Context: an optimization exercise on an open-source flow, tuned for small area, a short achievable clock period and few clock cycles. The choices shown serve that exercise and are no tape-out recipe. Where RTL was checked, it was by simulation tests only, not by an equivalence proof against the original. The RTL of runs 3 to 8 was laid out without a check of its function. Power figures rest on the tool's default switching activity, not on a simulated workload.

==> flow/flow/run.sh <==
#!/bin/bash
# Standard ORFS flow, with the ports buffered by buf_1 cells and the clock
# tree built without dummy loads.
export BUFFER_PORTS_ARGS="-buffer_cell sky130_fd_sc_hd__buf_1"
export CTS_ARGS="-sink_clustering_enable -repair_clock_nets -dont_use_dummy_load -sink_clustering_size 28 -sink_clustering_max_diameter 70"
bash standard.sh > standard.log 2>&1
==> flow/standard.sh <==
#!/bin/bash
# synth_recipe.tcl (not shown) runs the flow's synth.tcl, then flattens the netlist and writes it again
# the make line also repeats each setting of config.mk as NAME=value (left out here)
make -C /OpenROAD-flow-scripts/flow DESIGN_CONFIG=/design/flow/config.mk WORK_HOME=/design/flow/orfs CLKGATE_MAP_FILE= SYNTH_SCRIPT=/design/flow/synth_recipe.tcl "${@:-finish}"
==> flow/config.mk <==
export PLATFORM = sky130hd
export DESIGN_NAME = sctp_enc
export DESIGN_NICKNAME = sctp_enc
export VERILOG_FILES = /design/flow/design.v
export SDC_FILE = /design/flow/constraint.sdc
export NUM_CORES = 4
export LEC_CHECK = 0
export CAP_MARGIN = 5
export CORE_MARGIN = 2
export CORE_UTILIZATION = 40
export SETUP_SLACK_MARGIN = 1.9
export SLEW_MARGIN = 5
==> flow/constraint.sdc <==
create_clock -name core_clock -period 4.5 [get_ports {clk}]
set_input_delay 0.9000 -clock core_clock [delete_from_list [all_inputs] [get_ports {clk}]]
set_output_delay 0.9000 -clock core_clock [all_outputs]
set_load 0.01 [all_outputs]
==> flow/design.v <==
module sctp_enc (
    input  wire        clk,
    input  wire        rst,
    input  wire        cmd_valid,
    output wire        cmd_ready,
    input  wire [3:0]  cmd_op,
    input  wire [63:0] cmd_arg,
    input  wire [3:0]  cmd_cnt,
    input  wire        cmd_last,
    output wire        out_valid,
    input  wire        out_ready,
    output wire [63:0] out_data,
    output wire [3:0]  out_cnt,
    output wire        out_last,
    output wire        out_fault
);
    reg [143:0] A;           
    reg [4:0]   k;           
    reg         last_pend;   
    reg         fault_pend;  
    reg         faulted;     
    reg         ev;          
    reg  [87:0] eS;          
    reg         e_leb;       
    reg  [3:0]  enb;         
    reg         elast;       
    reg         efault;      
    reg         ov;          
    reg         ol;          
    reg         rfree;       
    reg         rtake;       
    reg         rx;          
    reg  [2:0]  off;         
    assign out_valid = ov;
    assign out_last  = ol;
    assign out_cnt   = {!ol | k[3], k[2:0] & {3{ol}}};
    assign out_data  = A[63:0];
    assign out_fault = fault_pend;
    wire take = ov && out_ready;
    wire merge = ev && (rfree || (rtake && out_ready));
    assign cmd_ready = rx || (rtake && out_ready);
    wire accept = cmd_valid && cmd_ready;
    wire [3:0]  op = cmd_op;
    wire [63:0] a  = cmd_arg;
    wire big      = (a[63:4] != 60'd0) || (a[3:0] == 4'hF);    
    wire is_data  = (op == 4'd14);
    wire is_sleb  = (op == 4'd9);
    wire leb_op   = (op == 4'd8) || is_sleb || (op == 4'd13);
    wire is_fix   = !op[3] || (op[3:1] == 3'b101);
    wire bad_short = (op == 4'd12) && (a[7:4] != 4'd0);
    reg [8:0] cu, cs;
    integer m;
    always @(*) begin
        for (m = 0; m < 9; m = m + 1) begin
            cu[m] = |(a >> (7*m + 7));
            cs[m] = a[63] ? !(&(a >> (7*m + 6) | ~({64{1'b1}} >> (7*m + 6))))
                          : |(a >> (7*m + 6));
        end
    end
    wire [8:0] c = is_sleb ? cs : cu;
    reg [3:0] hi;
    always @(*) begin
        if (op == 4'd12 || (op == 4'd13 && !big)) hi = a[3:0];
        else if (op == 4'd13)                     hi = 4'hF;
        else                                      hi = 4'h0;
    end
    reg [87:0] S;
    integer i;
    always @(*) begin
        S[7:0] = is_data ? a[7:0] : {hi, op};
        for (i = 1; i < 9; i = i + 1) begin
            if (leb_op)                S[8*i +: 8] = {c[i-1], a[7*(i-1) +: 7]};
            else if (is_data && i < 8) S[8*i +: 8] = a[8*i +: 8];
            else                       S[8*i +: 8] = a[8*(i-1) +: 8];
        end
        S[79:72] = {c[8], a[62:56]};
        S[87:80] = {1'b0, {6{is_sleb & a[63]}}, a[63]};
    end
    wire leb = !faulted && ((op == 4'd8) || is_sleb || (op == 4'd13 && big));
    reg [3:0] nb;
    always @(*) begin
        if (faulted || bad_short)  nb = 4'd0;
        else if (is_data)          nb = cmd_cnt[3] ? 4'd8 : cmd_cnt;
        else if (is_fix) begin
            case ({op[3], op[2:0]})
                4'b0000, 4'b0001: nb = 4'd2;
                4'b0010, 4'b0011: nb = 4'd3;
                4'b0100, 4'b0101,
                4'b1010:          nb = 4'd5;
                default:          nb = 4'd9;
            endcase
        end else                   nb = 4'd1;
    end
    wire [8:0] ec = {eS[79], eS[71], eS[63], eS[55], eS[47], eS[39], eS[31], eS[23], eS[15]};
    wire [3:0] ecnt = {ec[7], ec[3] & !ec[7], (ec[1] & !ec[3]) | (ec[5] & !ec[7]),
                       (ec[0] & !ec[1]) | (ec[2] & !ec[3]) | (ec[4] & !ec[5]) | (ec[6] & !ec[7]) | ec[8]};
    wire [3:0] en = e_leb ? ecnt + 4'd2 : enb;
    wire [95:0]  sh1 = off[0] ? {eS, eS[7:0]}   : {eS[87:80], eS};
    wire [111:0] sh2 = off[1] ? {sh1, sh1[15:0]} : {sh1[95:80], sh1};
    wire [143:0] sh  = off[2] ? {sh2, sh2[31:0]} : {sh2[111:80], sh2};
    reg [4:0] nk;
    reg       nlp, nev;
    always @(*) begin
        nk  = k;
        nlp = last_pend;
        nev = cmd_ready ? cmd_valid : ev;
        if (merge) begin
            nk  = {2'b00, off} + {1'b0, en};
            nlp = elast;
        end else if (take) begin
            if (ol) begin
                nk  = 5'd0;
                nlp = 1'b0;
            end else begin
                nk  = k - 5'd8;
            end
        end
    end
    wire nle8 = !nk[4] && (!nk[3] || nk[2:0] == 3'd0);
    integer j;
    always @(posedge clk) begin
        for (j = 0; j < 18; j = j + 1) begin
            if (merge && j >= off)
                A[8*j +: 8] <= sh[8*j +: 8];
            else if (take && j < 10)
                A[8*j +: 8] <= A[8*j + 64 +: 8];
        end
        if (merge && elast)
            fault_pend <= efault;
        if (!ev || merge) begin
            eS     <= S;
            e_leb  <= leb;
            enb    <= nb;
            elast  <= cmd_last;
            efault <= faulted || bad_short;
        end
        if (rst) begin
            k         <= 5'd0;
            last_pend <= 1'b0;
            faulted   <= 1'b0;
            ev        <= 1'b0;
            ov        <= 1'b0;
            ol        <= 1'b0;
            rfree     <= 1'b1;
            rtake     <= 1'b0;
            rx        <= 1'b1;
            off       <= 3'd0;
        end else begin
            if (accept)
                faulted <= !cmd_last && (faulted || bad_short);
            ev        <= nev;
            k         <= nk;
            last_pend <= nlp;
            ov        <= nk[4] || nk[3] || nlp;
            ol        <= nlp && nle8;
            rfree     <= !nlp && !nk[4] && !nk[3];
            rtake     <= (!nlp && !nk[4] && nk[3]) || (nlp && nle8);
            rx        <= !nev || (!nlp && !nk[4] && !nk[3]);
            off       <= nlp ? 3'd0 : nk[2:0];
        end
    end
endmodule
==> flow_summary.yaml, run 1 <==
critical_path:
  worst-endpoint-arrival_ns: 2.86
  required_ns: 4.86
  critPathCaptureType: "register"
  crit_fanout: 3
  critPathLaunchType: "register"
  setup.worst_path.class: "reg -> reg"
  worstRegToRegCells: 10
synthesis:
  synthesis.area_mm2: 0.0138
  synth-seq-area-share_pct: 51.9
  synth_top_area_share_pct: 49.6
  syn_inst: 1333
  yosysMostFrequentCell: "nand2_1"
  yosys_warnings: 10
  syn_area_per_cell_um2: 10.4
  syn-num-nets: 1417
  ys_ff_latch: 244
  ys_async_sr_fraction_pct: 0
  synth_ff_type: "edfxtp_1"
  yosysTopAreaCell: "edfxtp_1"
  synth_edf_count: 228
  synthTopCellsByArea: "edfxtp_1 50%, nand2_1 6.7%, mux2_2 6.0%"
  yosysUniqueCellTypes: 61
  synthTopCellsByCount: "246 x nand2_1, 228 x edfxtp_1, 99 x nor2_1"
layout:
  final_area_mm2: 0.0150
  regArea_mm2: 0.00718
  multi_input_area_mm2: 0.00590
  syn_to_final_growth_pct: 8.25
  fin_cells: 1832
  n_fill_cell: 3295
  n_antenna_cell: 0
  nNetsFinal: 1463
  drive_above_1_share_pct: 12.1
cts:
  clock_tree.root_cell: "clkbuf_16"
  htree_levels: 1
  cts_buffers: 17
  cts_tree: "yes"
  clk_latency_ns: 0.52
  clock_sinks: 244
  clk_path_buf_depth: 3
  path_clk_slew_ns: 0.10
  cts_hold_buf: 0
die:
  core-area_mm2: 0.0343
  dieWidth_um: 190
  die_area_mm2: 0.0360
  rows: 68
  start_util_pct: 40.3
  io_pins: 149
  die_h_um: 190
timing:
  worst_slew_pin_slew_ns: 1.01
  fin_skew_ns: 0.0558
  rsz0062_at_grt: "no"
  fin_crit_sh_pct: 55.5
  hold_viol_final: 0
  tns_ns: 0
  max_freq_ghz: 0.400
  hold_slack_ns: 0.427
  period_minus_slack_ns: 2.50
  setup_violations: 0
  slew_headroom_pct: 32.4
  slew_violations: 0
drt:
  drt_pre_antenna_iters: 8
  met1_length_mm: 17.7
  routed-wl-met2_mm: 17.4
  routed_wl_mm: 39.5
  final_antenna_net_count: 0
  wl_met3_mm: 3.14
  top_layer: "met4"
  first_iter_violations: 1309
  drc: 0
  wl_per_cell_um: 21.5
  num_vias: 10424
  via_per_inst: 5.69
power:
  leakage_uw: 0.00524
  total_power_uw: 6500
  max-vdd-ir-drop_mv: 0.214
  powerDensity_mw_per_mm2: 435
global_routing:
  antenna_found_initial: 0
  grt_max_degree: 85
  grt_pass1_vias: 9534
  grt_overflow: 0
  grt_pass1_wl_mm: 58.9
  track_usage_pct: 21.5
flow_run:
  drv_cap: 0
placement:
  dp.cells: 1806
  dp_hpwl_mm: 29.5
  gp_congestion: 0.910
  portBuffers: 148
  place_area_mm2: 0.0143
worst_hold_path:
  hold_path.class: "reg -> reg"
  min_path_cells: 0
run_status:
  outcome: "finished clean"
cell usage in the layout (no fill, tap or decap), types with 4 or more instances in the layout:
| master | instances |
|---|---|
| or4_1 | 4 |
| nand2_1 | 243 |
| nand4_1 | 17 |
| o31ai_1 | 4 |
| o31a_1 | 5 |
| nand2b_1 | 10 |
| ha_1 | 4 |
| o211ai_1 | 5 |
| mux2i_1 | 69 |
| edfxtp_1 | 228 |
| and3_1 | 7 |
| nor3_1 | 9 |
| mux2_2 | 73 |
| mux4_2 | 15 |
| a211oi_1 | 19 |
| nor4_2 | 4 |
| nand3_1 | 22 |
| nor2_1 | 99 |
| nor4_1 | 8 |
| and2_1 | 14 |
| or3_1 | 6 |
| a31oi_1 | 45 |
| inv_1 | 17 |
| dfxtp_1 | 13 |
| nor2b_1 | 16 |
| a21oi_1 | 88 |
| o22ai_1 | 9 |
| clkbuf_16 | 17 |
| o21ai_0 | 64 |
| buf_1 | 148 |
| buf_4 | 23 |
| a221o_1 | 4 |
| o41ai_1 | 4 |
critical path, stage by stage, from the launching register on:
cell and delay [ns]:
edfxtp_1 0.51, inv_1 0.07, a222oi_1 0.31, a31oi_1 0.15
ha_1 0.21, inv_1 0.07, fa_1 0.43, nor2b_2 0.18
o2111ai_2 0.18, and2_1 0.17, a211oi_2 0.07
power breakdown:
group | internal (uW) | leakage, uW | switching (uW)
sequential | 3030 | 0.00240 | 253
combinational | 659 | 0.00263 | 1170
clock | 672 | 0.000209 | 719
total | 4360 | 0.00524 | 2140
per-stage QoR:
step                worst slack (ns)  utilization [%]
detailed placement              1.36             41.8
CTS                             1.93             43.3
finish                          2.00             43.6
global route                    1.90             43.6
floorplan                       1.87                -
global placement                1.42             41.8
repair_timing:
action / 4_1_cts / 5_1_grt
buffers inserted: 5 / 4
setup endpoints to repair: 10 / 70
pin swaps: 0 / 1
gates resized for setup: 5 / 16
sequential cells by signal, summed over array words and instances, names as in the netlist, 3 cells and up:
signal,count
A,74
eS,82
enb,4
k,5
off,3
out_data,64
worst paths after layout:
check / from / to / slack, ns
setup / recovery: eS[55] / rtake / 2.00
hold / removal: efault / fault_pend / 0.43
setup reg to reg: eS[55] / rtake / 2.00
hold reg to reg: efault / fault_pend / 0.43
cells by family after synthesis:
family / Yosys count / synth area share, %
AOI/OAI and AO/OA: 275 / 12.0
muxes: 157 / 13.4
adders and majority gates: 7 / 0.688
xor gates and xnor gates: 4 / 0.254
and+or+nand+nor: 477 / 15.4
DFF: 244 / 51.9
buffers and inverters: 169 / 6.44
per-layer routing:
metal / vias to the layer above / GRT usage, %
met2: 458 / 32.7
met3: 52 / 2.36
li1: 4925 / -
met5: - / 0
met4: 0 / 6.95
met1: 4989 / 32.1
layout make-up:
class / instances / area share (%)
clock buffers: 17 / 2.84
inverters: 21 / 0.552
multi-input cells: 920 / 39.5
flip-flops and latches: 244 / 48.0
well taps: 455 / 3.81
repair buffers: 175 / 5.35
Testbench counts, summed over its fixed seeds: cycles 15,241.
==> run 2, diff against run 1 <==
==> flow/flow/run.sh (replaced) <==
#!/bin/bash
# Standard ORFS flow, with the ports buffered by buf_1 cells and the clock
# tree built without dummy loads.
export BUFFER_PORTS_ARGS="-buffer_cell sky130_fd_sc_hd__buf_1"
export CTS_ARGS="-sink_clustering_enable -repair_clock_nets -dont_use_dummy_load -sink_clustering_size 28 -sink_clustering_max_diameter 70 -buf_list {sky130_fd_sc_hd__clkbuf_8 sky130_fd_sc_hd__clkbuf_16}"
bash standard.sh > standard.log 2>&1
--- a/flow/config.mk
+++ b/flow/config.mk
@@ -6,7 +6,7 @@
 export NUM_CORES = 4
 export LEC_CHECK = 0
-export CAP_MARGIN = 5
+export CAP_MARGIN = 20
 export CORE_MARGIN = 2
 export CORE_UTILIZATION = 40
 export SETUP_SLACK_MARGIN = 1.9
-export SLEW_MARGIN = 5
+export SLEW_MARGIN = 20
==> flow_summary.yaml, run 2 <==
run_status:
  outcome: "finished clean"
power:
  max-vdd-ir-drop_mv: 0.214
  total_power_uw: 6500
  powerDensity_mw_per_mm2: 435
  p_int_uw: 4360
  leakage_uw: 0.00524
  p_sw_uw: 2140
  seqPwrFrac_pct: 50.5
  power.switching_fraction_pct: 32.9
  combPwrFrac_pct: 28.1
  p_clk_share_pct: 21.4
synthesis:
  syn_area_per_cell_um2: 10.4
  synth_mux_area_share_pct: 13.4
  syn-num-nets: 1417
  synth_compound_area_share_pct: 12.0
  synth_simple_gate_area_share_pct: 15.4
  yosys_warnings: 10
  ys_async_sr_fraction_pct: 0
  ys_ff_latch: 244
  synth-seq-area-share_pct: 51.9
  yosysMostFrequentCell: "nand2_1"
  synth_top_family_by_area: "simple AND/OR/NAND/NOR gates"
  yosysUniqueCellTypes: 61
  synthesis.area_mm2: 0.0138
  synth_edf_count: 228
  yosysTopAreaCell: "edfxtp_1"
  syn_inst: 1333
  synth_adder_area_share_pct: 0.688
  synth_top_area_share_pct: 49.6
  synth_ff_type: "edfxtp_1"
  synthTopCellsByCount: "246 x nand2_1, 228 x edfxtp_1, 99 x nor2_1"
  synthTopCellsByArea: "edfxtp_1 50%, nand2_1 6.7%, mux2_2 6.0%"
  synth_xor_area_share_pct: 0.254
placement:
  portBuffers: 148
  dp_hpwl_mm: 29.5
  dp.cells: 1806
  gp_congestion: 0.910
cts:
  cts_buffers: 17
  path_clk_slew_ns: 0.10
  clock_tree.root_cell: "clkbuf_16"
  cts_tree: "yes"
  htree_levels: 1
  clk_latency_ns: 0.52
  clock_sinks: 244
  clk_path_buf_depth: 3
layout:
  largest_reg_flops: 82
  syn_to_final_growth_pct: 8.25
  layout_common_cells: "243 x nand2_1, 228 x edfxtp_1, 148 x buf_1, 99 x nor2_1, 88 x a21oi_1"
  regMostFlops: "eS"
  n_fill_cell: 3295
  drive_above_1_share_pct: 12.1
  n_antenna_cell: 0
  nNetsFinal: 1463
  fin_cells: 1832
  final_core_util_pct: 43.6
  layout_commonest_cell: "nand2_1"
global_routing:
  antenna_found_initial: 0
  grt_overflow: 0
  track_usage_pct: 21.5
  grt_pass1_wl_mm: 58.9
  grt_pass1_vias: 9534
  grt_max_degree: 85
drt:
  first_iter_violations: 1309
  drc: 0
  routed_wl_mm: 39.5
  final_antenna_net_count: 0
  num_vias: 10424
  drt_pre_antenna_iters: 8
  via_per_inst: 5.69
  wl_per_cell_um: 21.5
timing:
  tns_ns: 0
  fin_skew_ns: 0.0558
  fin_crit_sh_pct: 55.5
  max_freq_ghz: 0.400
  hold_viol_final: 0
  setup_violations: 0
  slew_headroom_pct: 32.4
  slew_violations: 0
  period_minus_slack_ns: 2.50
  rsz0062_at_grt: "no"
  worst_slew_pin_slew_ns: 1.01
die:
  dieWidth_um: 190
  core-area_mm2: 0.0343
  io_pins: 149
  rows: 68
  die_h_um: 190
  die_area_mm2: 0.0360
  start_util_pct: 40.3
critical_path:
  crit_fanout: 3
  crit_top_cell: "inv_1"
  worst-endpoint-arrival_ns: 2.86
  critPathLaunchType: "register"
  cpMaxStageDelayCell: "edfxtp_1"
  critPathCaptureType: "register"
  max_stage_delay_ns: 0.51
  required_ns: 4.86
  setup.worst_path.class: "reg -> reg"
  path_cells: "inv_1 -> a222oi_1 -> a31oi_1 -> ha_1 -> inv_1 -> fa_1 -> nor2b_2 -> o2111ai_2 -> and2_1 -> a211oi_2"
flow_run:
  drv_cap: 0
worst_hold_path:
  hold_path.class: "reg -> reg"
==> run 2: area by class of cell <==
class,count,area (um2),area share [%]
timing repair buffer,175,800,5.35
inverter,21,82.6,0.552
sequential,244,7180,48.0
multi-input combinational,920,5900,39.5
tap,455,569,3.81
clock buffer,17,425,2.84
==> run 2: power by group through the flow <==
stage	Combinational (uW)	Clock (uW)	Sequential [uW]
final	1820	1390	3290
after detailed placement	1740	0	3350
after floorplan	1390	0	3190
after CTS	1790	1420	3290
after global routing	2000	1480	3320
after global placement	1730	0	3350
==> run 2: through the flow <==
stage	hold WS, ns	setup WS, ns	cell area (um2)
global placement	0.402	1.42	14300
detailed placement	0.405	1.36	14300
global route	0.440	1.90	15000
CTS	0.430	1.93	14800
floorplan	0.400	1.87	13900
finish	0.427	2.00	15000
==> run 2: final timing paths <==
path / from / cells past startpoint / slack, ns / endpoint
worst max-delay path: eS[55] / 10 / 2.00 / rtake
worst max register to register: eS[55] / 10 / 2.00 / rtake
worst min register to register: efault / 0 / 0.43 / fault_pend
worst min-delay path: efault / 0 / 0.43 / fault_pend
==> run 2: logic make-up (layout without fill, tap and decap cells) <==
kind of cell             Yosys count  in the layout
buffers and inverters            169            213
XOR/XNOR                           4              4
multiplexers                     157            157
AO/OA/AOI/OAI                    275            275
adder cells (fa/ha/maj)            7              7
AND/OR/NAND/NOR                  477            477
flip-flops                       244            244
==> run 2: worst max-delay path: cells and delay by family (launching register included) <==
| kind | cells | cell delay, ns |
|---|---|---|
| adder cells (fa/ha/maj) | 2 | 0.64 |
| AND/OR/NAND/NOR | 2 | 0.35 |
| flip-flops | 1 | 0.51 |
| AO/OA/AOI/OAI | 4 | 0.71 |
| buffers and inverters | 2 | 0.14 |
==> run 2: repair_timing <==
action / CTS / global route
pin swaps: 0 / 1
hold buffers: 0 / 0
setup endpoints to repair: 10 / 70
buffers inserted: 5 / 4
resized for setup: 5 / 16
==> run 2: routing by layer <==
metal	track usage [%]	routed length, um	vias up
met4	6.95	1180	0
met2	32.7	17400	458
li1	-	-	4925
met1	32.1	17700	4989
met3	2.36	3140	52
met5	0	0	-
==> run 3, diff against run 2 <==
--- a/flow/design.v
+++ b/flow/design.v
@@ -22,5 +22,7 @@
     reg         ev;          
     reg  [87:0] eS;          
-    reg         e_leb;       
+    reg         e_lop;       
+    reg         e_13;        
+    reg         e_big;       
     reg  [3:0]  enb;         
     reg         elast;       
@@ -61,7 +63,6 @@
     reg [3:0] hi;
     always @(*) begin
-        if (op == 4'd12 || (op == 4'd13 && !big)) hi = a[3:0];
-        else if (op == 4'd13)                     hi = 4'hF;
-        else                                      hi = 4'h0;
+        if (op == 4'd12 || op == 4'd13) hi = a[3:0];
+        else                            hi = 4'h0;
     end
     reg [87:0] S;
@@ -77,5 +78,4 @@
         S[87:80] = {1'b0, {6{is_sleb & a[63]}}, a[63]};
     end
-    wire leb = !faulted && ((op == 4'd8) || is_sleb || (op == 4'd13 && big));
     reg [3:0] nb;
     always @(*) begin
@@ -95,6 +95,8 @@
     wire [3:0] ecnt = {ec[7], ec[3] & !ec[7], (ec[1] & !ec[3]) | (ec[5] & !ec[7]),
                        (ec[0] & !ec[1]) | (ec[2] & !ec[3]) | (ec[4] & !ec[5]) | (ec[6] & !ec[7]) | ec[8]};
+    wire       e_leb = e_lop && (!e_13 || e_big);
     wire [3:0] en = e_leb ? ecnt + 4'd2 : enb;
-    wire [95:0]  sh1 = off[0] ? {eS, eS[7:0]}   : {eS[87:80], eS};
+    wire [87:0] eX = {eS[87:8], eS[7:4] | {4{e_13 & e_big}}, eS[3:0]};
+    wire [95:0]  sh1 = off[0] ? {eX, eX[7:0]}   : {eX[87:80], eX};
     wire [111:0] sh2 = off[1] ? {sh1, sh1[15:0]} : {sh1[95:80], sh1};
     wire [143:0] sh  = off[2] ? {sh2, sh2[31:0]} : {sh2[111:80], sh2};
@@ -130,5 +132,7 @@
         if (!ev || merge) begin
             eS     <= S;
-            e_leb  <= leb;
+            e_lop  <= !faulted && leb_op;
+            e_13   <= (op == 4'd13);
+            e_big  <= big;
             enb    <= nb;
             elast  <= cmd_last;
==> flow/flow/run.sh (replaced) <==
#!/bin/bash
# Standard ORFS flow, with the ports buffered by buf_1 cells and the clock
# tree built without dummy loads.
export BUFFER_PORTS_ARGS="-buffer_cell sky130_fd_sc_hd__buf_1"
export CTS_ARGS="-sink_clustering_enable -repair_clock_nets -dont_use_dummy_load -sink_clustering_size 28 -sink_clustering_max_diameter 70"
bash standard.sh > standard.log 2>&1
==> flow_summary.yaml, run 3 <==
layout:
  drive_above_1_share_pct: 10.2
  layout_commonest_cell: "nand2_1"
  syn_to_final_growth_pct: 8.84
  n_antenna_cell: 0
  n_fill_cell: 3306
  largest_reg_flops: 82
  fin_cells: 1884
  regArea_mm2: 0.00723
  layout_common_cells: "282 x nand2_1, 230 x edfxtp_1, 148 x buf_1, 127 x nor2_1, 100 x a21oi_1"
  regMostFlops: "eS"
  nNetsFinal: 1522
  multi_input_area_mm2: 0.00580
run_status:
  outcome: "finished clean"
timing:
  max_freq_ghz: 0.358
  tns_ns: 0
  rsz0062_at_grt: "yes"
  fin_crit_sh_pct: 62.1
  hold_viol_final: 0
  period_minus_slack_ns: 2.79
  worst_slew_pin_slew_ns: 0.841
  slew_headroom_pct: 43.3
  slew_violations: 0
  setup_violations: 0
  fin_skew_ns: 0.0589
cts:
  cts_buffers: 17
  path_clk_slew_ns: 0.10
  clock_sinks: 246
  clock_tree.root_cell: "clkbuf_16"
  cts_hold_buf: 0
  cts_tree: "yes"
  clk_latency_ns: 0.52
  clk_path_buf_depth: 3
  htree_levels: 1
synthesis:
  synthTopCellsByArea: "edfxtp_1 50%, nand2_1 7.8%, mux2i_1 5.8%"
  synthTopCellsByCount: "286 x nand2_1, 230 x edfxtp_1, 130 x nor2_1"
  synthesis.area_mm2: 0.0137
  yosysUniqueCellTypes: 66
  synth_top_family_by_area: "simple AND/OR/NAND/NOR gates"
  synth_mux_area_share_pct: 10.3
  syn_inst: 1386
  ys_async_sr_fraction_pct: 0
  syn-num-nets: 1470
  ys_ff_latch: 246
  synth_top_area_share_pct: 50.3
  yosysTopAreaCell: "edfxtp_1"
  synth_edf_count: 230
  synth_compound_area_share_pct: 12.6
  syn_area_per_cell_um2: 9.91
  synth_simple_gate_area_share_pct: 17.1
  synth_xor_area_share_pct: 0.255
  yosys_warnings: 10
  synth-seq-area-share_pct: 52.6
  synth_adder_area_share_pct: 0.693
  yosysMostFrequentCell: "nand2_1"
  synth_ff_type: "edfxtp_1"
critical_path:
  max_stage_delay_ns: 0.41
  cpMaxStageDelayCell: "edfxtp_1"
  path_cells: "buf_6 -> inv_2 -> a22oi_2 -> inv_2 -> ha_4 -> mux2_4 -> ha_4 -> a21oi_4 -> or3_4 -> a32oi_4 -> nand4b_1 -> nor2b_2"
  required_ns: 4.87
  crit_fanout: 4
  critPathCaptureType: "register"
  critPathLaunchType: "register"
  worst-endpoint-arrival_ns: 3.17
  setup.worst_path.class: "reg -> reg"
flow_run:
  drv_cap: 0
global_routing:
  grt_max_degree: 87
  grt_overflow: 0
  track_usage_pct: 21.7
  antenna_found_initial: 0
  grt_pass1_wl_mm: 59.4
  grt_pass1_vias: 9516
die:
  die_h_um: 189
  start_util_pct: 40.7
  io_pins: 149
  die_area_mm2: 0.0358
  dieWidth_um: 189
  rows: 67
  core-area_mm2: 0.0337
drt:
  wl_per_cell_um: 21.1
  routed_wl_mm: 39.7
  first_iter_violations: 1097
  drc: 0
  via_per_inst: 5.60
  drt_pre_antenna_iters: 5
  final_antenna_net_count: 0
  num_vias: 10555
worst_hold_path:
  hold_path.class: "reg -> reg"
power:
  leakage_uw: 0.00557
  max-vdd-ir-drop_mv: 0.230
  powerDensity_mw_per_mm2: 460
placement:
  portBuffers: 148
  dp_hpwl_mm: 29.9
  gp_congestion: 0.946
  dp.cells: 1854
## run 3: power breakdown
part	switching (uW)	internal [uW]
logic	1410	709
registers	222	3130
clock network	725	673
## run 3: path summary, 6_finish.rpt
check                             from          to  slack (ns)  depth (start not counted)
worst max-delay path            eS[71]          ov        1.71                         12
worst min-delay path            efault  fault_pend        0.43                          0
worst max register to register  eS[71]          ov        1.71                         12
worst min register to register  efault  fault_pend        0.43                          0
## run 3: cells by family (layout without fill, tap and decap cells)
kind of cell    Yosys count  in the layout
flops                   246            246
fa+ha+maj                 7              7
compound gates          293            293
xor+xnor                  4              4
buf+inv                 168            218
simple gates            538            538
mux                     130            130
## run 3: layout make-up
class,count,area share (%)
inverter,20,0.502
timing repair buffer,181,5.67
clock buffer,17,2.85
multi-input combinational,972,38.8
tap,448,3.75
sequential,246,48.4
## run 3: critical path: cells and delay by family (launching register included)
| family | cells | cell delay [ns] |
|---|---|---|
| adder cells (fa/ha/maj) | 2 | 0.49 |
| AND/OR/NAND/NOR | 3 | 0.73 |
| AO/OA/AOI/OAI | 3 | 0.48 |
| buffers and inverters | 3 | 0.25 |
| multiplexers | 1 | 0.28 |
| flip-flops | 1 | 0.41 |
## run 3: metal layers
layer | GRT usage, % | share of wire, % | vias to the layer above
met2 | 33.5 | 44 | 485
met5 | 0 | 0 | -
met4 | 5.93 | 2.6 | 0
met1 | 32.5 | 45 | 4972
li1 | - | - | 5040
met3 | 2.35 | 8.1 | 58
## run 3: metrics by stage
step | util (%) | cell area (um2) | setup WS [ns] | power (uW) | hold WS, ns
CTS | 43.8 | 14800 | 1.73 | 6820 | 0.434
finish | 44.3 | 14900 | 1.71 | 6870 | 0.434
floorplan | - | 13700 | 1.65 | 4820 | 0.400
detailed placement | 42.2 | 14200 | 1.11 | 5400 | 0.411
global route | 44.3 | 14900 | 1.64 | 7210 | 0.436
global placement | 42.2 | 14200 | 1.20 | 5370 | 0.410
## run 3: repair_timing
action / 4_1_cts / 5_1_grt
gates resized for setup: 15 / 31
gates cloned: 0 / 0
buffers inserted: 7 / 6
pin swaps: 6 / 12
setup endpoints to repair: 46 / 64
==> run 4, diff against run 3 <==
--- a/flow/design.v
+++ b/flow/design.v
@@ -96,5 +96,6 @@
                        (ec[0] & !ec[1]) | (ec[2] & !ec[3]) | (ec[4] & !ec[5]) | (ec[6] & !ec[7]) | ec[8]};
     wire       e_leb = e_lop && (!e_13 || e_big);
-    wire [3:0] en = e_leb ? ecnt + 4'd2 : enb;
+    wire [4:0] m_k = e_leb ? ({2'b00, off} + 5'd2) + {1'b0, ecnt}
+                           : {2'b00, off} + {1'b0, enb};
     wire [87:0] eX = {eS[87:8], eS[7:4] | {4{e_13 & e_big}}, eS[3:0]};
     wire [95:0]  sh1 = off[0] ? {eX, eX[7:0]}   : {eX[87:80], eX};
@@ -108,5 +109,5 @@
         nev = cmd_ready ? cmd_valid : ev;
         if (merge) begin
-            nk  = {2'b00, off} + {1'b0, en};
+            nk  = m_k;
             nlp = elast;
         end else if (take) begin
==> flow_summary.yaml, run 4 <==
run_status:
  outcome: "finished clean"
critical_path:
  crit_fanout: 2
  required_ns: 4.90
  critPathLaunchType: "register"
  worst-endpoint-arrival_ns: 3.06
  setup.worst_path.class: "reg -> reg"
  critPathCaptureType: "register"
  path_cells: "nor2b_4 -> a2111o_1 -> ha_2 -> ha_4 -> fa_2 -> mux2_4 -> a22oi_2 -> nand3_2 -> a211oi_2"
  max_stage_delay_ns: 0.46
  cpMaxStageDelayCell: "edfxtp_1"
die:
  io_pins: 149
  die_h_um: 189
  dieWidth_um: 189
  core-area_mm2: 0.0336
  die_area_mm2: 0.0358
  rows: 67
  start_util_pct: 40.8
layout:
  drive_above_1_share_pct: 10.2
  syn_to_final_growth_pct: 8.99
  n_antenna_cell: 0
  layout_common_cells: "280 x nand2_1, 230 x edfxtp_1, 135 x nor2_1, 133 x buf_1, 101 x a21oi_1"
  regArea_mm2: 0.00723
  final_core_util_pct: 44.4
  largest_reg_flops: 82
  layout_commonest_cell: "nand2_1"
  n_fill_cell: 3246
  multi_input_area_mm2: 0.00576
  nNetsFinal: 1527
  regMostFlops: "eS"
synthesis:
  yosysUniqueCellTypes: 57
  synthesis.area_mm2: 0.0137
  syn-num-nets: 1475
  yosysMostFrequentCell: "nand2_1"
  yosys_warnings: 10
  ys_async_sr_fraction_pct: 0
  yosysTopAreaCell: "edfxtp_1"
  synthTopCellsByCount: "283 x nand2_1, 230 x edfxtp_1, 137 x nor2_1"
  synth_edf_count: 230
  syn_area_per_cell_um2: 9.89
  ys_ff_latch: 246
  synth_top_area_share_pct: 50.4
  synth_ff_type: "edfxtp_1"
  synthTopCellsByArea: "edfxtp_1 50%, nand2_1 7.8%, mux2i_1 6.1%"
  syn_inst: 1385
  synth-seq-area-share_pct: 52.7
global_routing:
  top_usage_layer: "met2"
  grt_overflow: 0
  gr-usage-met2_pct: 34.6
  grt_pass1_vias: 10062
  antenna_found_initial: 0
  met1_usage_pct: 33.9
  grt_max_degree: 65
  track_usage_pct: 22.8
  grt_pass1_wl_mm: 61.9
  grt_util_met3_pct: 2.97
power:
  powerDensity_mw_per_mm2: 463
  leakage_uw: 0.00566
  max-vdd-ir-drop_mv: 0.235
timing:
  period_minus_slack_ns: 2.66
  fin_skew_ns: 0.0332
  hold_viol_final: 0
  slew_violations: 0
  tns_ns: 0
  slew_headroom_pct: 27.4
  worst_slew_pin_slew_ns: 1.08
  setup_violations: 0
  fin_crit_sh_pct: 59.0
  max_freq_ghz: 0.376
  rsz0062_at_grt: "yes"
cts:
  cts_buffers: 19
  htree_levels: 1
  cts_hold_buf: 0
  clock_sinks: 246
  clock_tree.root_cell: "clkbuf_16"
  clk_latency_ns: 0.51
  path_clk_slew_ns: 0.08
  cts_tree: "yes"
  clk_path_buf_depth: 3
placement:
  dp_hpwl_mm: 30.8
  portBuffers: 148
  gp_congestion: 0.915
drt:
  via_per_inst: 5.63
  routed_wl_mm: 40.8
  num_vias: 10598
  drc: 0
  final_antenna_net_count: 0
  first_iter_violations: 1222
  wl_per_cell_um: 21.7
  drt_pre_antenna_iters: 7
flow_run:
  drv_cap: 0
worst_hold_path:
  hold_path.class: "reg -> reg"
[run 4: cell types whose count changed in the layout (fill, tap and decap cells not counted), moves of 8 or more]
cell,previous run,this run
buf_1,148,133
o21ai_0,76,87
buf_2,0,10
nor2_1,127,135
[run 4: worst paths after layout]
kind           endpoint  startpoint  cells past startpoint  slack (ns)
min          fault_pend      efault                      0        0.44
max                  ol      eS[15]                      9        1.84
max reg2reg          ol      eS[15]                      9        1.84
min reg2reg  fault_pend      efault                      0        0.44
[run 4: power breakdown]
group,internal (uW),switching [uW]
registers,3120,235
clock network,747,735
logic,682,1400
[run 4: cell families (layout without fill, tap and decap cells)]
kind of cell	after synthesis	after routing	synth area share, %
mux	133	133	10.5
compound gates	298	298	12.7
simple gates	526	526	16.2
flops	246	246	52.7
buf+inv	165	215	6.27
fa+ha+maj	13	13	1.30
xor+xnor	4	4	0.256
[run 4: cell type report]
cell class	instances	share of cell area (%)
repair buffers	175	5.49
flip-flops and latches	246	48.4
well taps	448	3.75
inverters	21	0.545
clock buffers	19	3.18
multi-input cells	974	38.6
[run 4: what timing repair did]
item                       4_1_cts  5_1_grt
setup buffers                    6        0
pin swaps                        6        8
gates resized for setup         23       28
setup endpoints to repair       75       95
[run 4: per-layer routing]
layer,up-vias,share of wire (%)
li1,5032,-
met1,5049,46
met2,465,44
met3,52,7.7
met4,0,2.7
met5,-,0
[run 4: through the flow]
| stage | total power (uW) | hold slack, ns | instance area, um2 | worst slack, ns | cells |
|---|---|---|---|---|---|
| after floorplan | 4800 | 0.400 | 13700 | 1.68 | 1385 |
| final | 6910 | 0.442 | 14900 | 1.84 | 1883 |
| after detailed placement | 5390 | 0.425 | 14200 | 1.25 | 1858 |
| after global placement | 5370 | 0.409 | 14200 | 1.30 | 1858 |
| after CTS | 6890 | 0.444 | 14800 | 1.81 | 1883 |
| after global routing | 7260 | 0.455 | 14900 | 1.73 | 1883 |
[run 4: critical path, delay by kind of cell (launching register included)]
kind,cells,cell delay (ns)
flops,1,0.46
fa+ha+maj,3,0.78
compound gates,3,0.76
mux,1,0.29
simple gates,2,0.29
==> run 5, diff against run 4 <==
--- a/flow/design.v
+++ b/flow/design.v
@@ -22,7 +22,5 @@
     reg         ev;          
     reg  [87:0] eS;          
-    reg         e_lop;       
-    reg         e_13;        
-    reg         e_big;       
+    reg         e_leb;       
     reg  [3:0]  enb;         
     reg         elast;       
@@ -63,6 +61,7 @@
     reg [3:0] hi;
     always @(*) begin
-        if (op == 4'd12 || op == 4'd13) hi = a[3:0];
-        else                            hi = 4'h0;
+        if (op == 4'd12 || (op == 4'd13 && !big)) hi = a[3:0];
+        else if (op == 4'd13)                     hi = 4'hF;
+        else                                      hi = 4'h0;
     end
     reg [87:0] S;
@@ -78,4 +77,5 @@
         S[87:80] = {1'b0, {6{is_sleb & a[63]}}, a[63]};
     end
+    wire leb = !faulted && ((op == 4'd8) || is_sleb || (op == 4'd13 && big));
     reg [3:0] nb;
     always @(*) begin
@@ -95,30 +95,62 @@
     wire [3:0] ecnt = {ec[7], ec[3] & !ec[7], (ec[1] & !ec[3]) | (ec[5] & !ec[7]),
                        (ec[0] & !ec[1]) | (ec[2] & !ec[3]) | (ec[4] & !ec[5]) | (ec[6] & !ec[7]) | ec[8]};
-    wire       e_leb = e_lop && (!e_13 || e_big);
+    wire [3:0] en = e_leb ? ecnt + 4'd2 : enb;
+    wire [95:0]  sh1 = off[0] ? {eS, eS[7:0]}   : {eS[87:80], eS};
+    wire [111:0] sh2 = off[1] ? {sh1, sh1[15:0]} : {sh1[95:80], sh1};
+    wire [143:0] sh  = off[2] ? {sh2, sh2[31:0]} : {sh2[111:80], sh2};
+    wire [11:0] tb;
+    genvar g;
+    generate
+        for (g = 0; g < 12; g = g + 1) begin : g_tb
+            assign tb[g] = (enb >= g);
+        end
+    endgenerate
+    wire [11:0] T = e_leb ? {ec, 3'b111} : tb;
+    wire m_ge8  = T[4'd8 - {1'b0, off}];                   
+    wire m_gt8  = T[4'd9 - {1'b0, off}];                   
+    wire m_ge16 = (off == 3'd5) ? T[11] : (off == 3'd6) ? T[10] :
+                  (off == 3'd7) ? T[9] : 1'b0;             
     wire [4:0] m_k = e_leb ? ({2'b00, off} + 5'd2) + {1'b0, ecnt}
                            : {2'b00, off} + {1'b0, enb};
-    wire [87:0] eX = {eS[87:8], eS[7:4] | {4{e_13 & e_big}}, eS[3:0]};
-    wire [95:0]  sh1 = off[0] ? {eX, eX[7:0]}   : {eX[87:80], eX};
-    wire [111:0] sh2 = off[1] ? {sh1, sh1[15:0]} : {sh1[95:80], sh1};
-    wire [143:0] sh  = off[2] ? {sh2, sh2[31:0]} : {sh2[111:80], sh2};
+    wire t_ge8 = k[4];
+    wire t_le8 = !k[4] || (k[3:0] == 4'd0);
     reg [4:0] nk;
-    reg       nlp, nev;
+    reg [2:0] noff;
+    reg       nlp, nov, nol, nfree, ntake;
+    wire      nev = cmd_ready ? cmd_valid : ev;
     always @(*) begin
-        nk  = k;
-        nlp = last_pend;
-        nev = cmd_ready ? cmd_valid : ev;
+        nk    = k;
+        noff  = off;
+        nlp   = last_pend;
+        nov   = ov;
+        nol   = ol;
+        nfree = rfree;
+        ntake = rtake;
         if (merge) begin
-            nk  = m_k;
-            nlp = elast;
+            nk    = m_k;
+            noff  = elast ? 3'd0 : m_k[2:0];
+            nlp   = elast;
+            nov   = m_ge8 || elast;
+            nol   = elast && !m_gt8;
+            nfree = !elast && !m_ge8;
+            ntake = elast ? !m_gt8 : (m_ge8 && !m_ge16);
         end else if (take) begin
             if (ol) begin
-                nk  = 5'd0;
-                nlp = 1'b0;
+                nk    = 5'd0;
+                noff  = 3'd0;
+                nlp   = 1'b0;
+                nov   = 1'b0;
+                nol   = 1'b0;
+                nfree = 1'b1;
+                ntake = 1'b0;
             end else begin
-                nk  = k - 5'd8;
+                nk    = k - 5'd8;
+                nov   = t_ge8 || last_pend;
+                nol   = last_pend && t_le8;
+                nfree = !last_pend && !t_ge8;
+                ntake = last_pend ? t_le8 : t_ge8;
             end
         end
     end
-    wire nle8 = !nk[4] && (!nk[3] || nk[2:0] == 3'd0);
     integer j;
     always @(posedge clk) begin
@@ -131,9 +163,7 @@
         if (merge && elast)
             fault_pend <= efault;
-        if (!ev || merge) begin
+        if (cmd_ready) begin
             eS     <= S;
-            e_lop  <= !faulted && leb_op;
-            e_13   <= (op == 4'd13);
-            e_big  <= big;
+            e_leb  <= leb;
             enb    <= nb;
             elast  <= cmd_last;
@@ -157,10 +187,10 @@
             k         <= nk;
             last_pend <= nlp;
-            ov        <= nk[4] || nk[3] || nlp;
-            ol        <= nlp && nle8;
-            rfree     <= !nlp && !nk[4] && !nk[3];
-            rtake     <= (!nlp && !nk[4] && nk[3]) || (nlp && nle8);
-            rx        <= !nev || (!nlp && !nk[4] && !nk[3]);
-            off       <= nlp ? 3'd0 : nk[2:0];
+            ov        <= nov;
+            ol        <= nol;
+            rfree     <= nfree;
+            rtake     <= ntake;
+            rx        <= !nev || nfree;
+            off       <= noff;
         end
     end
==> flow/flow/run.sh (replaced) <==
#!/bin/bash
# Standard ORFS flow, with the ports buffered by buf_2 cells.
export BUFFER_PORTS_ARGS="-buffer_cell sky130_fd_sc_hd__buf_2"
bash standard.sh > standard.log 2>&1
--- a/flow/config.mk
+++ b/flow/config.mk
@@ -9,4 +9,4 @@
 export CORE_MARGIN = 2
 export CORE_UTILIZATION = 40
-export SETUP_SLACK_MARGIN = 1.9
+export SETUP_SLACK_MARGIN = 2.2
 export SLEW_MARGIN = 20
==> flow_summary.yaml, run 5 <==
timing:
  fin_skew_ns: 0.0292
  hold_slack_ns: 0.417
  rsz0062_at_grt: "yes"
  tns_ns: 0
  fin_crit_sh_pct: 62.1
  worst_slew_pin_slew_ns: 0.916
  slew_headroom_pct: 38.5
  setup_violations: 0
  hold_viol_final: 0
  max_freq_ghz: 0.358
  period_minus_slack_ns: 2.80
  slew_violations: 0
placement:
  dp_hpwl_mm: 33.6
  dp.cells: 1973
  portBuffers: 148
  gp_congestion: 0.926
global_routing:
  grt_pass1_vias: 10925
  grt_max_degree: 121
  antenna_found_initial: 0
  grt_overflow: 0
  track_usage_pct: 23.7
  grt_pass1_wl_mm: 68.8
die:
  die_area_mm2: 0.0377
  core-area_mm2: 0.0356
  dieWidth_um: 194
  io_pins: 149
  start_util_pct: 40.7
  rows: 69
  die_h_um: 194
cts:
  cts_hold_buf: 0
  clk_latency_ns: 0.56
  clock_sinks: 244
  cts_tree: "yes"
  htree_levels: 1
  cts_buffers: 26
  path_clk_slew_ns: 0.06
  clock_tree.root_cell: "clkbuf_16"
  clk_path_buf_depth: 3
synthesis:
  synth_simple_gate_area_share_pct: 17.4
  yosysUniqueCellTypes: 66
  syn_inst: 1501
  syn_area_per_cell_um2: 9.65
  synth_top_area_share_pct: 47.3
  yosys_warnings: 10
  yosysMostFrequentCell: "nand2_1"
  synthTopCellsByCount: "298 x nand2_1, 228 x edfxtp_1, 166 x nor2_1"
  ys_async_sr_fraction_pct: 0
  synthesis.area_mm2: 0.0145
  synth-seq-area-share_pct: 49.5
  synth_adder_area_share_pct: 2.14
  ys_ff_latch: 244
  syn-num-nets: 1600
  synth_edf_count: 228
  synth_xor_area_share_pct: 0.121
  synth_ff_type: "edfxtp_1"
  synth_compound_area_share_pct: 13.2
  yosysTopAreaCell: "edfxtp_1"
  synth_mux_area_share_pct: 11.4
  synthTopCellsByArea: "edfxtp_1 47%, nand2_1 7.7%, mux2_2 5.1%"
  synth_top_family_by_area: "simple AND/OR/NAND/NOR gates"
drt:
  top_layer: "met4"
  met1_length_mm: 20.7
  via_per_inst: 5.71
  routed-wl-met2_mm: 20.3
  wl_met3_mm: 3.33
  wl_per_cell_um: 22.1
  drt_pre_antenna_iters: 6
  first_iter_violations: 1364
  final_antenna_net_count: 0
  num_vias: 11774
  routed_wl_mm: 45.5
  drc: 0
critical_path:
  max_stage_delay_ns: 0.52
  crit_fanout: 3
  required_ns: 4.77
  crit_top_cell: "or4_4"
  worst-endpoint-arrival_ns: 3.06
  cpMaxStageDelayCell: "or4_4"
  critPathLaunchType: "primary input"
  path_cells: "buf_8 -> or4_4 -> or4_4 -> or4_4 -> or3_4 -> nor4_2 -> nor3_1"
  critPathCaptureType: "register"
  setup.worst_path.class: "in -> reg"
layout:
  fin_cells: 2062
  final_core_util_pct: 47.3
  n_fill_cell: 3382
  nNetsFinal: 1680
  n_antenna_cell: 0
  layout_common_cells: "288 x nand2_1, 228 x edfxtp_1, 162 x nor2_1, 143 x buf_2, 91 x a21oi_1"
  largest_reg_flops: 82
  regArea_mm2: 0.00718
  regMostFlops: "eS"
  drive_above_1_share_pct: 24.6
  multi_input_area_mm2: 0.00667
  layout_commonest_cell: "nand2_1"
  syn_to_final_growth_pct: 16.1
power:
  max-vdd-ir-drop_mv: 0.235
  leakage_uw: 0.00642
  powerDensity_mw_per_mm2: 394
flow_run:
  drv_cap: 0
worst_hold_path:
  hold_path.class: "reg -> reg"
run_status:
  outcome: "finished clean"
## run 5: cell types whose count changed after synthesis, moves of 6 or more
cell,before,now
a211oi_1,7,13
a22o_1,6,0
a22oi_1,14,1
a31oi_1,46,69
clkbuf_1,63,76
ha_1,11,20
mux2_2,46,66
mux2i_1,83,70
nand2_1,283,298
nor2_1,137,166
nor2b_1,8,16
o31ai_1,0,6
## run 5: power by group
group / switching (uW) / internal [uW]
Clock: 916 / 1470
Sequential: 170 / 2780
Combinational: 813 / 480
## run 5: final timing paths
path,from,to,slack [ns],cells after the start
setup / recovery,cmd_arg[35],e_leb,1.70,7
hold / removal,efault,fault_pend,0.42,0
setup reg to reg,eS[23],off[2],2.11,10
hold reg to reg,efault,fault_pend,0.42,0
## run 5: logic make-up (layout without fill, tap and decap cells)
group,after synthesis,in the layout
buffers and inverters,180,280
multiplexers,145,145
AND/OR/NAND/NOR,586,586
AO/OA/AOI/OAI,320,320
XOR/XNOR,2,2
adder cells (fa/ha/maj),24,24
flip-flops,244,244
## run 5: cell type report
type	count	area share, %
clock buffers	30	3.96
clock inverters	18	1.67
inverters	25	0.744
multi-input cells	1077	39.7
flip-flops and latches	244	42.7
well taps	461	3.43
repair buffers	207	7.79
## run 5: what timing repair did
action                                  CTS  global route
pin swaps                                14            11
resized for setup                        52            37
endpoints found under the setup margin  176           101
setup buffers                            33             8
## run 5: per-layer routing
| metal | track usage, % | vias up |
|---|---|---|
| li1 | - | 5551 |
| met1 | 35.9 | 5664 |
| met2 | 36.1 | 498 |
| met3 | 2.49 | 61 |
| met4 | 5.89 | 0 |
| met5 | 0 | - |
## run 5: worst max-delay path: cells and delay by family
family / cells / cell delay, ns
buffers and inverters: 1 / 0.09
and+or+nand+nor: 6 / 2.07
## run 5: per-stage QoR
step                      area, um2  power (uW)  worst slack (ns)
after global placement        15300        4180             0.996
after floorplan               14700        3760              1.24
after detailed placement      15300        4190             0.991
after global routing          16800        6880              1.69
after CTS                     16600        6610              1.73
final                         16800        6620              1.70
==> run 6, diff against run 5 <==
--- a/flow/config.mk
+++ b/flow/config.mk
@@ -8,5 +8,5 @@
 export CAP_MARGIN = 20
 export CORE_MARGIN = 2
-export CORE_UTILIZATION = 40
+export CORE_UTILIZATION = 60
 export SETUP_SLACK_MARGIN = 2.2
 export SLEW_MARGIN = 20
==> flow_summary.yaml, run 6 <==
run_status:
  outcome: "finished clean"
die:
  io_pins: 149
  die_area_mm2: 0.0254
  dieWidth_um: 159
  core-area_mm2: 0.0236
  start_util_pct: 61.3
  rows: 56
  die_h_um: 159
synthesis:
  synthesis.area_mm2: 0.0145
  syn_area_per_cell_um2: 9.65
  yosysUniqueCellTypes: 66
  yosysMostFrequentCell: "nand2_1"
  ys_async_sr_fraction_pct: 0
  synth-seq-area-share_pct: 49.5
  synthTopCellsByArea: "edfxtp_1 47%, nand2_1 7.7%, mux2_2 5.1%"
  synthTopCellsByCount: "298 x nand2_1, 228 x edfxtp_1, 166 x nor2_1"
  syn_inst: 1501
  yosysTopAreaCell: "edfxtp_1"
  syn-num-nets: 1600
  synth_top_area_share_pct: 47.3
  synth_ff_type: "edfxtp_1"
  ys_ff_latch: 244
  synth_edf_count: 228
  yosys_warnings: 10
placement:
  gp_congestion: 0.953
  place_worst_setup_slack_ns: 0.985
  dp.cells: 1831
  portBuffers: 148
  dp_hpwl_mm: 30.6
timing:
  slew_violations: 0
  fin_skew_ns: 0.0162
  rsz0062_at_grt: "yes"
  setup_violations: 0
  fin_crit_sh_pct: 60.4
  worst_slew_pin_slew_ns: 0.827
  slew_headroom_pct: 44.9
  tns_ns: 0
  max_freq_ghz: 0.368
  period_minus_slack_ns: 2.72
  hold_viol_final: 0
  hold_slack_ns: 0.448
  fin_ws_ns: 1.78
critical_path:
  cpMaxStageDelayCell: "or4_4"
  critPathCaptureType: "register"
  r2r_start: "eS[31]"
  path_cells: "buf_8 -> or4_4 -> or4_4 -> or4_4 -> buf_4 -> buf_6 -> o31ai_2 -> o211ai_1"
  required_ns: 4.78
  crit_fanout: 3
  crit_start: "cmd_arg[38]"
  crit_top_cell: "or4_4"
  crit_family: "simple AND/OR/NAND/NOR gates"
  critPathLaunchType: "primary input"
  worst-endpoint-arrival_ns: 2.99
  max_stage_delay_ns: 0.53
  path_buf_inv: 3
  setup.worst_path.class: "in -> reg"
flow_run:
  drv_cap: 0
cts:
  path_clk_slew_ns: 0.06
  clock_sinks: 244
  cts_tree: "yes"
  cts_buffers: 25
  cts_hold_buf: 0
  clk_latency_ns: 0.54
  clk_path_buf_depth: 3
  htree_levels: 1
  clock_tree.root_cell: "clkbuf_16"
layout:
  nNetsFinal: 1699
  fin_cells: 1938
  syn_to_final_growth_pct: 15.4
  n_antenna_cell: 0
  layout_commonest_cell: "nand2_1"
  drive_above_1_share_pct: 25.4
  regMostFlops: "eS"
  layout_common_cells: "289 x nand2_1, 228 x edfxtp_1, 163 x nor2_1, 144 x buf_2, 91 x a21oi_1"
  largest_reg_flops: 82
drt:
  drt_pre_antenna_iters: 6
  num_vias: 12262
  via_per_inst: 6.33
  wl_per_cell_um: 22.5
  drc: 0
  first_iter_violations: 1657
  routed_wl_mm: 43.7
  final_antenna_net_count: 0
worst_hold_path:
  min_from: "efault"
  hold_path.class: "reg -> reg"
global_routing:
  grt_max_degree: 87
  grt_pass1_vias: 10891
  grt_pass1_wl_mm: 65.6
  grt_overflow: 0
  antenna_found_initial: 1
  track_usage_pct: 33.6
power:
  max-vdd-ir-drop_mv: 0.328
  leakage_uw: 0.00646
  powerDensity_mw_per_mm2: 377
  total_power_uw: 6290
==> run 6: cell count changes in the layout (fill, tap and decap cells not counted), sizes merged <==
| cell | before | now |
|---|---|---|
| clkbuf | 30 | 26 |
| clkinv | 9 | 16 |
| clkinvlp | 2 | 4 |
| buf | 207 | 225 |
| bufinv | 7 | 2 |
==> run 6: final cells by class <==
class	count	area, um2
clock inverters	20	170
repair inverters	2	17.5
inverters	25	144
fillers	1832	6900
clock buffers	26	629
repair buffers	225	1460
flip-flops and latches	244	7180
multi-input cells	1077	6710
well taps	319	399
==> run 6: cells by family (layout without fill, tap and decap cells) <==
kind of cell             Yosys count  after routing  share of synthesized area [%]
adder cells (fa/ha/maj)           24             24                           2.14
AO/OA/AOI/OAI                    320            320                           13.2
multiplexers                     145            145                           11.4
buffers and inverters            180            298                           6.33
XOR/XNOR                           2              2                          0.121
flip-flops                       244            244                           49.5
AND/OR/NAND/NOR                  586            586                           17.4
==> run 6: final timing paths <==
kind	endpoint	slack [ns]	depth (start not counted)
max	eS[23]	1.78	8
max reg2reg	off[2]	2.15	11
min	fault_pend	0.45	0
min reg2reg	fault_pend	0.45	0
==> run 6: power breakdown <==
group,total (uW),switching [uW],internal (uW)
registers,2940,166,2780
clock network,2030,887,1140
logic,1320,827,496
total,6290,1880,4410
==> run 6: through the flow <==
stage / utilization [%] / instance area, um2
global route: 70.8 / 16700
global placement: 63.8 / 15100
finish: 70.8 / 16700
CTS: 69.7 / 16500
floorplan: - / 14700
detailed placement: 63.9 / 15100
==> run 6: repair_timing <==
item | in CTS | in global routing
endpoints found under the setup margin | 199 | 73
gates resized for setup | 52 | 33
setup buffers | 43 | 16
pin swaps | 17 | 19
gates cloned | 2 | 0
hold endpoints to repair | 0 | 0
==> run 6: routing by layer <==
layer  up-vias  part of all wire (%)  GRT usage (%)
li1       5594                     -              -
met3       105                    11           5.60
met5         -                0.0046              0
met1      5729                    42           50.0
met2       832                    44           50.5
met4         2                   3.4           10.8
==> run 7, diff against run 6 <==
==> flow/flow/run.sh (replaced) <==
#!/bin/bash
# Standard ORFS flow, with the ports buffered by buf_1 cells and the clock
# tree built without dummy loads.
export BUFFER_PORTS_ARGS="-buffer_cell sky130_fd_sc_hd__buf_1"
export CTS_ARGS="-sink_clustering_enable -repair_clock_nets -dont_use_dummy_load -sink_clustering_size 28 -sink_clustering_max_diameter 70"
bash standard.sh > standard.log 2>&1
--- a/flow/config.mk
+++ b/flow/config.mk
@@ -8,5 +8,5 @@
 export CAP_MARGIN = 20
 export CORE_MARGIN = 2
-export CORE_UTILIZATION = 60
-export SETUP_SLACK_MARGIN = 2.2
+export CORE_UTILIZATION = 40
+export SETUP_SLACK_MARGIN = 2.0
 export SLEW_MARGIN = 20
==> flow_summary.yaml, run 7 <==
run_status:
  outcome: "finished clean"
timing:
  fin_ws_ns: 1.65
  fin_crit_sh_pct: 63.4
  slew_headroom_pct: 43.5
  worst_slew_pin_slew_ns: 0.848
  setup_violations: 0
  hold_viol_final: 0
  hold_slack_ns: 0.437
  max_freq_ghz: 0.350
  period_minus_slack_ns: 2.85
  rsz0062_at_grt: "yes"
  fin_skew_ns: 0.0544
  slew_violations: 0
  tns_ns: 0
cts:
  clk_latency_ns: 0.52
  clock_tree.root_cell: "clkbuf_16"
  clock_sinks: 244
  cts_tree: "yes"
  cts_buffers: 16
  htree_levels: 1
  cts_hold_buf: 0
  clk_path_buf_depth: 3
  path_clk_slew_ns: 0.08
drt:
  num_vias: 11575
  first_iter_violations: 1353
  drc: 0
  final_antenna_net_count: 0
  drt_pre_antenna_iters: 6
  routed_wl_mm: 44.7
  via_per_inst: 5.70
  wl_per_cell_um: 22.0
power:
  total_power_uw: 5530
  max-vdd-ir-drop_mv: 0.203
  combPwrFrac_pct: 22.3
  p_sw_uw: 1680
  p_clk_share_pct: 24.4
  p_int_uw: 3850
  powerDensity_mw_per_mm2: 347
  leakage_uw: 0.00573
  power.switching_fraction_pct: 30.4
  seqPwrFrac_pct: 53.3
layout:
  layout_common_cells: "291 x nand2_1, 228 x edfxtp_1, 165 x nor2_1, 142 x buf_1, 96 x a21oi_1"
  drive_above_1_share_pct: 12.9
  regMostFlops: "eS"
  largest_reg_flops: 82
  n_antenna_cell: 0
  layout_commonest_cell: "nand2_1"
  nNetsFinal: 1671
  final_area_mm2: 0.0159
  syn_to_final_growth_pct: 10.0
synthesis:
  synthTopCellsByArea: "edfxtp_1 47%, nand2_1 7.7%, mux2_2 5.1%"
  ys_async_sr_fraction_pct: 0
  synth_edf_count: 228
  syn-num-nets: 1600
  syn_inst: 1501
  yosysMostFrequentCell: "nand2_1"
  synthesis.area_mm2: 0.0145
  yosysTopAreaCell: "edfxtp_1"
  synth_top_area_share_pct: 47.3
  yosys_warnings: 10
  synthTopCellsByCount: "298 x nand2_1, 228 x edfxtp_1, 166 x nor2_1"
  ys_ff_latch: 244
  yosysUniqueCellTypes: 66
  syn_area_per_cell_um2: 9.65
  synth_ff_type: "edfxtp_1"
  synth-seq-area-share_pct: 49.5
critical_path:
  path_buf_inv: 1
  setup.worst_path.class: "in -> reg"
  worst-endpoint-arrival_ns: 3.08
  path_cells: "buf_8 -> or4_4 -> or4_4 -> or4_4 -> or3_4 -> nor4_4 -> nor3_1"
  cpMaxStageDelayCell: "or4_4"
  critPathCaptureType: "register"
  crit_top_cell: "or4_4"
  crit_fanout: 3
  max_stage_delay_ns: 0.52
  critPathLaunchType: "primary input"
  crit_family: "simple AND/OR/NAND/NOR gates"
  required_ns: 4.73
placement:
  portBuffers: 148
  dp_hpwl_mm: 33.9
  place_area_mm2: 0.0151
  gp_congestion: 0.913
  place_worst_setup_slack_ns: 0.983
global_routing:
  track_usage_pct: 23.1
  grt_pass1_wl_mm: 67.1
  grt_overflow: 0
  grt_max_degree: 135
  antenna_found_initial: 0
  grt_pass1_vias: 10548
die:
  io_pins: 149
  start_util_pct: 40.7
  die_h_um: 194
  core-area_mm2: 0.0356
  dieWidth_um: 194
  rows: 69
  die_area_mm2: 0.0377
worst_hold_path:
  hold_path.class: "reg -> reg"
flow_run:
  drv_cap: 0
-- run 7: path summary, 6_finish.rpt --
kind,slack [ns],start,to,cells past startpoint
worst min register to register,0.44,efault,fault_pend,0
worst max-delay path,1.65,cmd_arg[35],e_leb,7
worst max register to register,2.06,off[1],out_data[53],5
worst min-delay path,0.44,efault,fault_pend,0
-- run 7: area by class of cell --
type	count	area (um2)
repair buffers	207	1100
well taps	461	577
inverters	25	108
fillers	3504	19600
repair inverters	1	5.00
multi-input cells	1077	6570
flip-flops and latches	244	7180
clock buffers	16	400
-- run 7: stage by stage --
step	util, %	std cells
2_1_floorplan	-	1501
3_3_place_gp	42.3	1978
3_5_place_dp	42.3	1978
4_1_cts	43.9	2006
5_1_grt	44.8	2031
6_report	44.8	2031
-- run 7: kinds of logic (layout without fill, tap and decap cells) --
family	count (synthesis)	in the layout	synth area share [%]
AND/OR/NAND/NOR	586	586	17.4
AO/OA/AOI/OAI	320	320	13.2
flip-flops	244	244	49.5
buffers and inverters	180	249	6.33
multiplexers	145	145	11.4
adder cells (fa/ha/maj)	24	24	2.14
XOR/XNOR	2	2	0.121
-- run 7: power groups by stage --
stage          combinational (uW)  clock (uW)  sequential [uW]
2_1_floorplan                 842           0             2900
3_3_place_gp                 1140           0             3010
3_5_place_dp                 1160           0             3010
4_1_cts                      1180        1370             2960
5_1_grt                      1360        1450             2970
6_report                     1230        1350             2950
-- run 7: metal layers --
metal | track usage [%] | vias up | wire, um
met4 | 6.82 | 0 | 1450
met5 | 0 | - | 0
met2 | 34.4 | 506 | 19400
met3 | 3.51 | 60 | 3670
li1 | - | 5505 | -
met1 | 34.7 | 5504 | 20200
-- run 7: what timing repair did --
| item | CTS | global route |
|---|---|---|
| gates cloned | 1 | 0 |
| setup buffers | 11 | 25 |
| pin swaps | 10 | 13 |
| gates resized for setup | 33 | 28 |
| endpoints found under the setup margin | 102 | 95 |
==> run 8, diff against run 7 <==
--- a/flow/design.v
+++ b/flow/design.v
@@ -99,20 +99,9 @@
     wire [111:0] sh2 = off[1] ? {sh1, sh1[15:0]} : {sh1[95:80], sh1};
     wire [143:0] sh  = off[2] ? {sh2, sh2[31:0]} : {sh2[111:80], sh2};
-    wire [11:0] tb;
-    genvar g;
-    generate
-        for (g = 0; g < 12; g = g + 1) begin : g_tb
-            assign tb[g] = (enb >= g);
-        end
-    endgenerate
-    wire [11:0] T = e_leb ? {ec, 3'b111} : tb;
-    wire m_ge8  = T[4'd8 - {1'b0, off}];                   
-    wire m_gt8  = T[4'd9 - {1'b0, off}];                   
-    wire m_ge16 = (off == 3'd5) ? T[11] : (off == 3'd6) ? T[10] :
-                  (off == 3'd7) ? T[9] : 1'b0;             
-    wire [4:0] m_k = e_leb ? ({2'b00, off} + 5'd2) + {1'b0, ecnt}
-                           : {2'b00, off} + {1'b0, enb};
-    wire t_ge8 = k[4];
-    wire t_le8 = !k[4] || (k[3:0] == 4'd0);
+    wire [4:0] m_k    = {2'b00, off} + {1'b0, en};
+    wire       m_ge8  = m_k[4] || m_k[3];
+    wire       m_le8  = !m_k[4] && (!m_k[3] || m_k[2:0] == 3'd0);
+    wire       t_ge8  = k[4];
+    wire       t_le8  = !k[4] || (k[3:0] == 4'd0);
     reg [4:0] nk;
     reg [2:0] noff;
@@ -132,7 +121,7 @@
             nlp   = elast;
             nov   = m_ge8 || elast;
-            nol   = elast && !m_gt8;
+            nol   = elast && m_le8;
             nfree = !elast && !m_ge8;
-            ntake = elast ? !m_gt8 : (m_ge8 && !m_ge16);
+            ntake = elast ? m_le8 : (m_ge8 && !m_k[4]);
         end else if (take) begin
             if (ol) begin
@@ -163,5 +152,5 @@
         if (merge && elast)
             fault_pend <= efault;
-        if (cmd_ready) begin
+        if (!ev || merge) begin
             eS     <= S;
             e_leb  <= leb;
==> flow_summary.yaml, run 8 <==
synthesis:
  synth_top_family_by_area: "simple AND/OR/NAND/NOR gates"
  synth_edf_count: 228
  yosysUniqueCellTypes: 63
  syn_inst: 1437
  ys_ff_latch: 244
  synth_ff_type: "edfxtp_1"
  synth-seq-area-share_pct: 51.0
  syn_area_per_cell_um2: 9.79
  synth_xor_area_share_pct: 0.187
  yosys_warnings: 10
  yosysMostFrequentCell: "nand2_1"
  synth_compound_area_share_pct: 13.8
  synthTopCellsByCount: "282 x nand2_1, 228 x edfxtp_1, 142 x nor2_1"
  synth_top_area_share_pct: 48.7
  synthesis.area_mm2: 0.0141
  synth_simple_gate_area_share_pct: 16.7
  ys_async_sr_fraction_pct: 0
  syn-num-nets: 1521
  yosysTopAreaCell: "edfxtp_1"
  synth_mux_area_share_pct: 11.0
  synth_adder_area_share_pct: 0.676
  synthTopCellsByArea: "edfxtp_1 49%, nand2_1 7.5%, mux2i_1 6.5%"
critical_path:
  path_buf_inv: 1
  r2r_start: "eS[39]"
  crit_family: "compound AO/OA/AOI/OAI gates"
  path_depth: 9
  critPathCaptureType: "register"
  crit_start: "eS[39]"
  worst-endpoint-arrival_ns: 3.16
  path_cells: "inv_2 -> a222oi_1 -> a31oi_1 -> ha_2 -> fa_2 -> or3_1 -> a211o_1 -> mux2_4 -> nand2_1"
  crit_fanout: 3
  critPathLaunchType: "register"
  worstRegToRegCells: 9
  required_ns: 4.90
  cpMaxStageDelayCell: "a222oi_1"
  setup.worst_path.class: "reg -> reg"
  max_stage_delay_ns: 0.43
layout:
  nNetsFinal: 1575
  n_fill_cell: 3402
  final_core_util_pct: 44.3
  regMostFlops: "eS"
  drive_above_1_share_pct: 10.5
  syn_to_final_growth_pct: 8.89
  layout_commonest_cell: "nand2_1"
  n_antenna_cell: 0
  final_area_mm2: 0.0153
  largest_reg_flops: 82
  fin_cells: 1944
  layout_common_cells: "278 x nand2_1, 228 x edfxtp_1, 145 x buf_1, 139 x nor2_1, 114 x a21oi_1"
global_routing:
  antenna_found_initial: 0
  grt_overflow: 0
  track_usage_pct: 22.2
  grt_max_degree: 95
  grt_pass1_wl_mm: 61.3
  grt_pass1_vias: 9907
power:
  max-vdd-ir-drop_mv: 0.204
  leakage_uw: 0.00553
  powerDensity_mw_per_mm2: 338
cts:
  htree_levels: 1
  cts_hold_buf: 0
  clk_path_buf_depth: 3
  clock_sinks: 244
  clock_tree.root_cell: "clkbuf_16"
  path_clk_slew_ns: 0.09
  cts_buffers: 15
  cts_tree: "yes"
  clk_latency_ns: 0.52
timing:
  slew_violations: 0
  rsz0062_at_grt: "yes"
  fin_skew_ns: 0.0617
  worst_slew_pin_slew_ns: 0.829
  hold_viol_final: 0
  fin_crit_sh_pct: 61.3
  setup_violations: 0
  tns_ns: 0
  period_minus_slack_ns: 2.76
  slew_headroom_pct: 43.1
  max_freq_ghz: 0.363
  hold_slack_ns: 0.418
placement:
  place_area_mm2: 0.0146
  portBuffers: 148
  dp_hpwl_mm: 30.9
  dp.cells: 1906
  gp_congestion: 1.01
drt:
  drt_pre_antenna_iters: 5
  num_vias: 10968
  final_antenna_net_count: 0
  first_iter_violations: 1078
  via_per_inst: 5.64
  routed_wl_mm: 41.5
  drc: 0
  wl_per_cell_um: 21.3
die:
  dieWidth_um: 192
  start_util_pct: 40.7
  core-area_mm2: 0.0345
  die_h_um: 192
  die_area_mm2: 0.0367
  rows: 68
  io_pins: 149
worst_hold_path:
  min_from: "efault"
  hold_path.class: "reg -> reg"
  min_path_cells: 0
run_status:
  outcome: "finished clean"
flow_run:
  drv_cap: 0
## run 8: area by class of cell
| class | count | area, um2 | area share (%) |
|---|---|---|---|
| flip-flops and latches | 244 | 7170 | 46.8 |
| repair buffers | 192 | 997 | 6.51 |
| inverters | 19 | 80.1 | 0.523 |
| well taps | 455 | 569 | 3.72 |
| clock buffers | 15 | 375 | 2.45 |
| repair inverters | 1 | 5.00 | 0.0327 |
| multi-input cells | 1018 | 6110 | 39.9 |
## run 8: path summary, 6_finish.rpt
path,endpoint,slack (ns)
worst min-delay path,fault_pend,0.42
worst max register to register,rx,1.74
worst min register to register,fault_pend,0.42
worst max-delay path,rx,1.74
## run 8: what timing repair did
action | 4_1_cts | 5_1_grt
setup buffers | 16 | 6
gates resized for setup | 16 | 25
pin swaps | 4 | 11
cloned | 0 | 1
setup endpoints to repair | 148 | 85
## run 8: layer usage
layer  global-route usage [%]  wire, um  part of all wire (%)  vias up
met4                     7.43      1380                   3.3        0
met3                     2.75      3230                   7.8       66
met2                     33.6     18300                    44      501
met1                     32.9     18600                    45     5147
met5                        0         0                     0        -
li1                         -         -                     -     5254
## run 8: stage by stage
step                total power, uW  worst slack [ns]
detailed placement             3870             0.846
finish                         5180              1.74
floorplan                      3530              1.94
global route                   5390              1.67
CTS                            5160              1.73
global placement               3860             0.982
## run 8: where the power goes
group	switching, uW	internal (uW)	total, uW
Sequential	144	2730	2870
Combinational	665	357	1020
Clock	693	597	1290
## run 8: worst reg2reg max path, stage by stage, from the launching register on
cell,delay [ns]
edfxtp_1,0.39
inv_2,0.05
a222oi_1,0.43
a31oi_1,0.16
ha_2,0.22
fa_2,0.37
or3_1,0.37
a211o_1,0.32
mux2_4,0.28
nand2_1,0.06
## run 8: logic make-up after synthesis
| logic type | after synthesis |
|---|---|
| buffers and inverters | 175 |
| muxes | 140 |
| DFF | 244 |
| adders and majority gates | 7 |
| AOI/OAI and AO/OA | 325 |
| and+or+nand+nor | 543 |
| xor gates and xnor gates | 3 |

Setup slack of run 8, layout unchanged: 1.742 ns with ideal ports, 1.742 ns with driving cells assumed (clock clkbuf_16, inputs buf_2), 1.546 ns with port delays also shifted by the 0.535 ns mid clock arrival.
